Context: an optimization exercise on an open-source flow, tuned for small area, a short achievable clock period and few clock cycles. The choices shown serve that exercise and are no tape-out recipe. Where RTL was checked, it was by simulation tests only, not by an equivalence proof against the original.

==> run a: inputs <==
==> flow/design.v (excerpt) <==
module tis80_core (
    input  wire        clk,
    input  wire        rst,
    output reg         mem_req,
    output reg         mem_we,
    output reg  [15:0] mem_addr,
    output reg  [7:0]  mem_wdata,
    input  wire        mem_ready,
    input  wire [7:0]  mem_rdata,
    output reg         step_done,
    output reg  [1:0]  step_outcome,
    output wire [16:0] pc_o,
    output wire [7:0]  acc_o,
    output wire [15:0] sp_o,
    output wire [2:0]  flags_o,
    output wire        halted_o,
    output wire        pmode_o,
    output wire        ie_o
);
    localparam OUT_CONTINUE = 2'd0, OUT_HALTED = 2'd1, OUT_OOB = 2'd2, OUT_UNKNOWN = 2'd3;
    localparam S_FETCH = 5'b00000,    
               S_OPER  = 5'b00001,    
               S_ALU   = 5'b00010,    
               S_PSR   = 5'b00011,    
               S_STOP  = 5'b00100,
               S_HANG  = 5'b00101,
               S_DEC   = 5'b00110,    
               S_AOVF  = 5'b00111,    
  ...
clock: 10.0 ns
lec_check: 0
abc_area: 1
cap_margin: 20
core_margin: 2
core_utilization: 60
place_density: 0.7
slew_margin: 20
standard.sh (not shown) runs the stock make flow with config.mk's settings and CLKGATE_MAP_FILE= SYNTH_SCRIPT=/design/flow/synth_recipe.tcl, a recipe that flattens the netlist after the stock synthesis.
==> flow/flow/run.sh <==
#!/bin/bash
# The standard layout with two changes: the port buffers are buf_2 cells
# rather than the delay buffers buffer_ports picks on its own, and the timing
# repair aims further below the clock period. The make output is kept in
# standard.log; each ORFS step keeps its own log under orfs/logs/.
set -euo pipefail
bash standard.sh "BUFFER_PORTS_ARGS=-buffer_cell sky130_fd_sc_hd__buf_2" \
    SETUP_SLACK_MARGIN=6 finish > standard.log 2>&1
==> run b: changes against run a <==
--- a/flow/design.v
+++ b/flow/design.v
@@ -22,12 +22,10 @@
                S_OPER  = 5'b00001,    
                S_ALU   = 5'b00010,    
                S_PSR   = 5'b00011,    
                S_STOP  = 5'b00100,
                S_HANG  = 5'b00101,
-               S_DEC   = 5'b00110,    
-               S_AOVF  = 5'b00111,    
                S_RD    = 5'b01000,    
                S_PTRH  = 5'b01001,    
                S_PTRL  = 5'b01010,    
                S_VECH  = 5'b01011,    
                S_VECL  = 5'b01100,    
@@ -42,12 +40,11 @@
                S_CPCH  = 5'b10101,    
                S_CPCL  = 5'b10110,    
                S_CIT   = 5'b10111;    
     localparam T_NONE = 2'd0, T_LIVE = 2'd1, T_DEAD = 2'd2;
     localparam PC_HOLD = 3'd0, PC_INC1 = 3'd1, PC_INC2 = 3'd2, PC_JMP = 3'd3, PC_TGT = 3'd4;
-    localparam A_HOLD = 3'd0, A_SHL = 3'd1, A_SHR = 3'd2, A_NOT = 3'd3, A_ALU = 3'd4, A_RD = 3'd5,
-               A_ZERO = 3'd6;
+    localparam A_HOLD = 3'd0, A_SHL = 3'd1, A_SHR = 3'd2, A_NOT = 3'd3, A_ALU = 3'd4, A_RD = 3'd5;
     localparam SP_HOLD = 3'd0, SP_POP = 3'd1, SP_INC = 3'd2, SP_SA = 3'd3, SP_RET0 = 3'd4;
     localparam P_HOLD = 3'd0, P_SHIFT = 3'd1, P_INC = 3'd2, P_PAIR = 3'd3, P_VEC = 3'd4;
     localparam W_HOLD = 2'd0, W_REG = 2'd1, W_OB = 2'd2, W_OP0 = 2'd3;
     localparam K_PICK = 2'd0, K_HI = 2'd1, K_LO = 2'd2, K_CUR = 2'd3;
     reg [4:0]  state;
@@ -64,11 +61,11 @@
     reg [15:0] ptr;          
     reg        so_chk;       
     reg        pw_v;         
     reg [3:0]  pw_idx;
     reg [1:0]  tmode;
-    reg [9:0]  fbase;        
+    reg [8:0]  fbase;        
     reg [16:0] cm;
     reg        cur_acc;      
     reg        cur_v;        
     integer i;
     assign pc_o      = pc;
@@ -94,19 +91,19 @@
     wire st_fetch = (state == S_FETCH);
     wire st_oper  = (state == S_OPER);
     wire in_call  = (state == S_CPCL) || (state == S_CIT);
     wire [7:0]  ob = (st_oper && pc[16]) ? 8'h00 : mem_rdata;
     wire [16:0] need     = ~cm;
-    wire [15:0] need_x   = need[16:1];
-    wire [3:0]  nib_any  = {|need_x[15:12], |need_x[11:8], |need_x[7:4], |need_x[3:0]};
-    wire [1:0]  nib      = nib_any[0] ? 2'd0 : nib_any[1] ? 2'd1 : nib_any[2] ? 2'd2 : 2'd3;
-    wire [3:0]  nib_bits = need_x[{nib, 2'b00} +: 4];
-    wire [1:0]  nib_low  = nib_bits[0] ? 2'd0 : nib_bits[1] ? 2'd1 : nib_bits[2] ? 2'd2 : 2'd3;
-    wire [3:0]  pk_x     = {nib, nib_low};           
-    wire        pk_acc   = need[0];
-    wire        pick_any = pk_acc || (|nib_any);
-    wire [16:0] pk1h     = pk_acc ? 17'd1 : {({15'd0, |nib_any} << pk_x), 1'b0};
+    wire [16:0] pk1h     = need & (~need + 17'd1);
+    wire        pick_any = |need;
+    wire        pk_acc   = pk1h[16];
+    reg  [3:0]  pk_x;        
+    always @(*) begin
+        pk_x = 4'd0;
+        for (i = 0; i < 16; i = i + 1)
+            if (pk1h[i]) pk_x = pk_x | i[3:0];
+    end
     wire        rs_acc  = st_fetch || (st_oper && opcode[2]) || (in_call && cur_acc);
     wire [7:0]  xr      = x[op0[3:0]];
     wire [7:0]  rsrc    = rs_acc ? acc : ((op0[7:4] == 4'd0) ? xr : 8'h00);
     wire [16:0] pc_inc1 = pc + 17'd1;
     wire        acc_z     = (acc == 8'h00);
@@ -118,22 +115,21 @@
     wire        sp_full = (sp == 8'hFF);
     wire [7:0]  sp_inc  = sp + 8'd1;
     wire [7:0]  sp_pop  = (sp > 8'h04) ? sp - 8'd1 : sp;
     wire        alu_sub = opcode[1];                        
     wire        alu_as  = (opcode[3:2] == 2'b00);           
-    wire [7:0]  alu_b   = (alu_as && opcode[0])  ? op0 :          
-                          (op0[7:4] == 4'd0)     ? xr : 8'h00;
+    wire [7:0]  alu_b   = (alu_as && opcode[0]) ? op0 : rsrc;    
     wire [8:0]  alu_sum = {1'b0, acc} + {1'b0, alu_b ^ {8{alu_sub}}} + {8'd0, alu_sub};
     wire        alu_ovf = alu_sum[8] ^ alu_sub;
     reg  [7:0]  alu_out;
     always @(*) begin
         case (opcode[3:0])
             4'h6:    alu_out = acc & alu_b;
             4'h7:    alu_out = acc | alu_b;
             4'h8:    alu_out = acc ^ alu_b;
             4'h5:    alu_out = alu_b;                       
-            default: alu_out = alu_sum[7:0];                 
+            default: alu_out = alu_ovf ? 8'h00 : alu_sum[7:0];
         endcase
     end
     reg  [1:0]  k_sel;
     reg  [5:0]  sa_k;
     always @(*) begin
@@ -142,11 +138,11 @@
             K_LO:    sa_k = -6'sd2;                         
             K_CUR:   sa_k = !cur_v ? 6'd16 : cur_acc ? -6'sd1 : {2'b00, op0[3:0]};
             default: sa_k = !pick_any ? -6'sd3 : pk_acc ? -6'sd1 : {2'b00, pk_x};
         endcase
     end
-    wire [9:0]  sa_sum  = fbase + {{4{sa_k[5]}}, sa_k};
+    wire [9:0]  sa_sum  = {fbase[8], fbase} + {{4{sa_k[5]}}, sa_k};
     wire        sa_low  = sa_sum[9] || (sa_sum[8:2] == 7'd0);
     wire [7:0]  sa      = sa_low ? 8'h04 : (sa_sum[8] ? 8'hFF : sa_sum[7:0]);
     wire [7:0]  sa_ret0 = (sp < 8'd21) ? 8'h04 : sp - 8'd17;
     always @(*) begin
         if (state[4]) begin
@@ -215,11 +211,12 @@
             stack_overflow;
         end
     endtask
     task call_start;
         begin
-            cm_zero = !(tmode == T_DEAD && fbase == {2'b00, sp} + 10'd3);
+            fb_sel  = 2'd1;
+            cm_zero = !(tmode == T_DEAD && fbase == {1'b0, sp} + 9'd3);
             tmode_n = T_NONE;
             st_n    = S_CPCH;
         end
     endtask
     task call_next;
@@ -325,11 +322,31 @@
                         8'h19: begin wr_acc(A_NOT); finish(OUT_CONTINUE); end
                         8'h41: begin halted_n = 1'b1; finish(OUT_HALTED); end
                         8'h42: begin pmode_n = 1'b1; finish(OUT_CONTINUE); end
                         8'h43: begin ie_n    = 1'b1; finish(OUT_CONTINUE); end
                         8'h44: begin ie_n    = 1'b0; finish(OUT_CONTINUE); end
-                        8'h50, 8'h51, 8'h55: st_n = S_DEC;
+                        8'h50: begin                                         
+                            tmode_n = T_NONE;
+                            if (sp_full) stack_overflow;
+                            else st_n = S_PUSH;
+                        end
+                        8'h51: begin                                         
+                            tmode_n = T_NONE;
+                            sp_sel  = SP_POP;
+                            st_n    = S_POP;
+                        end
+                        8'h55: begin                                         
+                            if (tmode == T_LIVE)
+                                ret_next;
+                            else begin
+                                fb_sel     = 2'd2;
+                                cm_one     = 1'b1;
+                                cur_acc_ld = 1'b1;
+                                sp_sel     = SP_RET0;
+                                st_n       = S_RIT;
+                            end
+                        end
                         default: begin
                             if (!known_op(mem_rdata)) finish(OUT_UNKNOWN);
                             else st_n = S_OPER;
                         end
                     endcase
@@ -428,46 +445,19 @@
                         end
                         default: finish(OUT_CONTINUE);
                     endcase
                 end
             end
-            S_DEC: begin
-                case (opcode)
-                            8'h50: begin                                         
-                                tmode_n = T_NONE;
-                                if (sp_full) stack_overflow;
-                                else st_n = S_PUSH;
-                            end
-                            8'h51: begin                                         
-                                tmode_n = T_NONE;
-                                sp_sel  = SP_POP;
-                                st_n    = S_POP;
-                            end
-                            8'h55: begin                                         
-                                if (tmode == T_LIVE)
-                                    ret_next;
-                                else begin
-                                    fb_sel     = 2'd2;
-                                    cm_one     = 1'b1;
-                                    cur_acc_ld = 1'b1;
-                                    sp_sel     = SP_RET0;
-                                    st_n       = S_RIT;
-                                end
-                            end
-                    default: ;
-                endcase
-            end
             S_ALU: begin
                 wr_acc(A_ALU);
-                if (alu_as && alu_ovf) st_n = S_AOVF;
-                else                   finish(OUT_CONTINUE);
-            end
-            S_AOVF: begin
-                wr_acc(A_ZERO);
-                flags_n[0] = 1'b1;
-                vid_sel    = 2'd1;
-                dispatch(1'b0);
+                vid_sel = 2'd1;
+                ptr_sel = P_VEC;
+                if (alu_as && alu_ovf) begin
+                    flags_n[0] = 1'b1;
+                    dispatch(1'b0);
+                end else
+                    finish(OUT_CONTINUE);
             end
             S_RD: begin
                 wr_x;
                 finish(OUT_CONTINUE);
             end
@@ -524,11 +514,10 @@
                     st_n = S_HANG;               
                 else
                     call_start;
             end
             S_CPCH: begin
-                fb_sel = 2'd1;
                 if (sp_full) call_overflow;
                 else begin
                     sp_sel = SP_INC;
                     cur_ld = 1'b1;
                     cm_set = 1'b1;
@@ -553,11 +542,11 @@
             end
             S_RPCL: begin
                 pc_sel  = PC_JMP;
                 k_sel   = K_HI;
                 sp_sel  = SP_SA;
-                tmode_n = (fbase[9] || fbase[8:0] < 9'd7) ? T_NONE : T_DEAD;
+                tmode_n = (fbase[8] || fbase[7:0] < 8'd7) ? T_NONE : T_DEAD;
                 finish(OUT_CONTINUE);
             end
             default: ;                               
         endcase
     end
@@ -566,11 +555,11 @@
     wire [3:0]  x_widx = pw_v ? pw_idx : op0[3:0];
     wire [7:0]  x_wd   = pw_v ? wd : mem_rdata;
     wire        ob_ok  = (ob[7:4] == 4'd0);
     wire [15:0] cm_clr_op0 = {15'd0, x_wr_instr} << op0[3:0];
     wire [15:0] cm_clr_ob  = {15'd0, pw_ld && ob_ok} << ob[3:0];
-    wire [16:0] cm_clr = {cm_clr_op0 | cm_clr_ob, acc_wr_instr};
+    wire [16:0] cm_clr = {acc_wr_instr, cm_clr_op0 | cm_clr_ob};
     always @(posedge clk) begin
         if (rst) begin
             state        <= S_FETCH;
             pc           <= 17'h00200;
             acc          <= 8'h00;
@@ -606,11 +595,10 @@
                 A_SHL:   acc <= {acc[6:0], 1'b0};
                 A_SHR:   acc <= {1'b0, acc[7:1]};
                 A_NOT:   acc <= ~acc;
                 A_ALU:   acc <= alu_out;
                 A_RD:    acc <= mem_rdata;
-                A_ZERO:  acc <= 8'h00;
                 default: ;
             endcase
             case (sp_sel)
                 SP_POP:  sp <= sp_pop;
                 SP_INC:  sp <= sp_inc;
@@ -638,15 +626,15 @@
             else if (cur_ld) op0 <= {4'd0, pk_x};
             if (opc_ld) opcode <= mem_rdata;
             if (cnt_zero)     cnt <= 2'd0;
             else if (cnt_inc) cnt <= cnt + 2'd1;
             case (fb_sel)
-                2'd1:    fbase <= {2'b00, sp} + 10'd3;
-                2'd2:    fbase <= {2'b00, sp} - 10'd16;
+                2'd1:    fbase <= {1'b0, sp} + 9'd3;
+                2'd2:    fbase <= {1'b0, sp} - 9'd16;
                 default: ;
             endcase
-            cm <= ((cm & ~cm_clr) & {17{~(cm_zero | cm_one)}}) | (cm_set ? pk1h : 17'd0) | {16'd0, cm_one};
+            cm <= ((cm & ~cm_clr) & {17{~(cm_zero | cm_one)}}) | (cm_set ? pk1h : 17'd0) | {cm_one, 16'd0};
             if (cur_ld) begin
                 cur_acc <= pk_acc;
                 cur_v   <= pick_any;
             end else if (cur_acc_ld)
                 cur_acc <= 1'b1;
==> flow/run.sh (new file) <==
#!/bin/bash
# synth_recipe.tcl (not shown) runs the flow's synth.tcl, then flattens the netlist and writes it again
# the make line also repeats each setting of config.mk as NAME=value (left out here)
make -C /OpenROAD-flow-scripts/flow DESIGN_CONFIG=/design/flow/config.mk WORK_HOME=/design/flow/orfs CLKGATE_MAP_FILE= SYNTH_SCRIPT=/design/flow/synth_recipe.tcl finish
==> flow/config.mk (replaced) <==
export PLATFORM = sky130hd
export DESIGN_NAME = tis80_core
export DESIGN_NICKNAME = tis80_core
export VERILOG_FILES = /design/flow/design.v
export SDC_FILE = /design/flow/constraint.sdc
export NUM_CORES = 4
export LEC_CHECK = 0
export CAP_MARGIN = 20
export CORE_MARGIN = 2
export CORE_UTILIZATION = 60
export PLACE_DENSITY = 0.7
export SETUP_SLACK_MARGIN = 5
export SLEW_MARGIN = 20
removed: flow/flow/run.sh
removed: flow/standard.sh
==> results.sh <==
export IMPL_clock_net_power_mw=1.12
export IMPL_p_switching_mw=2.55
export IMPL_outcome="timing/DRC/antenna clean"
export IMPL_first_pass_iters=9
export IMPL_n_all_inverters=68
export IMPL_nets=2100
export IMPL_synth_area_leaders="edfxtp_1, dfxtp_1, nor2_1"
export IMPL_fp_dieH_um=178
export IMPL_period_share=0.505
export IMPL_rr_worst_depth=17
(the above is from run b)
==> results.sh <==
export IMPL_outcome="timing/DRC/antenna clean"
export IMPL_first_pass_iters=8
export IMPL_n_all_inverters=292
export IMPL_nets=2621
export IMPL_synth_area_leaders="edfxtp_1, nand2_1, nor2_1"
export IMPL_fp_dieH_um=178
export IMPL_p_switching_mw=2.33
export IMPL_period_share=0.411
(the above is from run a)
Testbench counts of run a, summed over its fixed seeds: cycles 291,067.
Function not checked in run b: the RTL went through the layout flow alone.

## separate check: timing with driven ports
No port has a modelled driver above. Below, the same layouts with a new extraction and two added sets of constraints. Step 1 assumes that a clkbuf_16 drives the clock port and a buf_2 every other input. Step 2 moves the port delays by t, midway between the first and last clock arrival at a register: inputs arrive t later, outputs are due t later. That takes back most of the time a late clock gives input paths. Slacks: no drivers / after step 1 / after step 2; pairs: no drivers / after step 1.
run	t, ns	setup slack, ns	hold WS [ns]
run a	0.635	5.888 / 5.835 / 5.537	0.445 / 0.445 / 0.445
run b	0.631	4.950 / 4.893 / 4.454	0.480 / 0.480 / 0.480
After both steps setup and hold are still met in every run listed. For run b, which loses most, drivers alone change the setup slack by -0.057 ns; drivers and shift together by -0.496 ns.
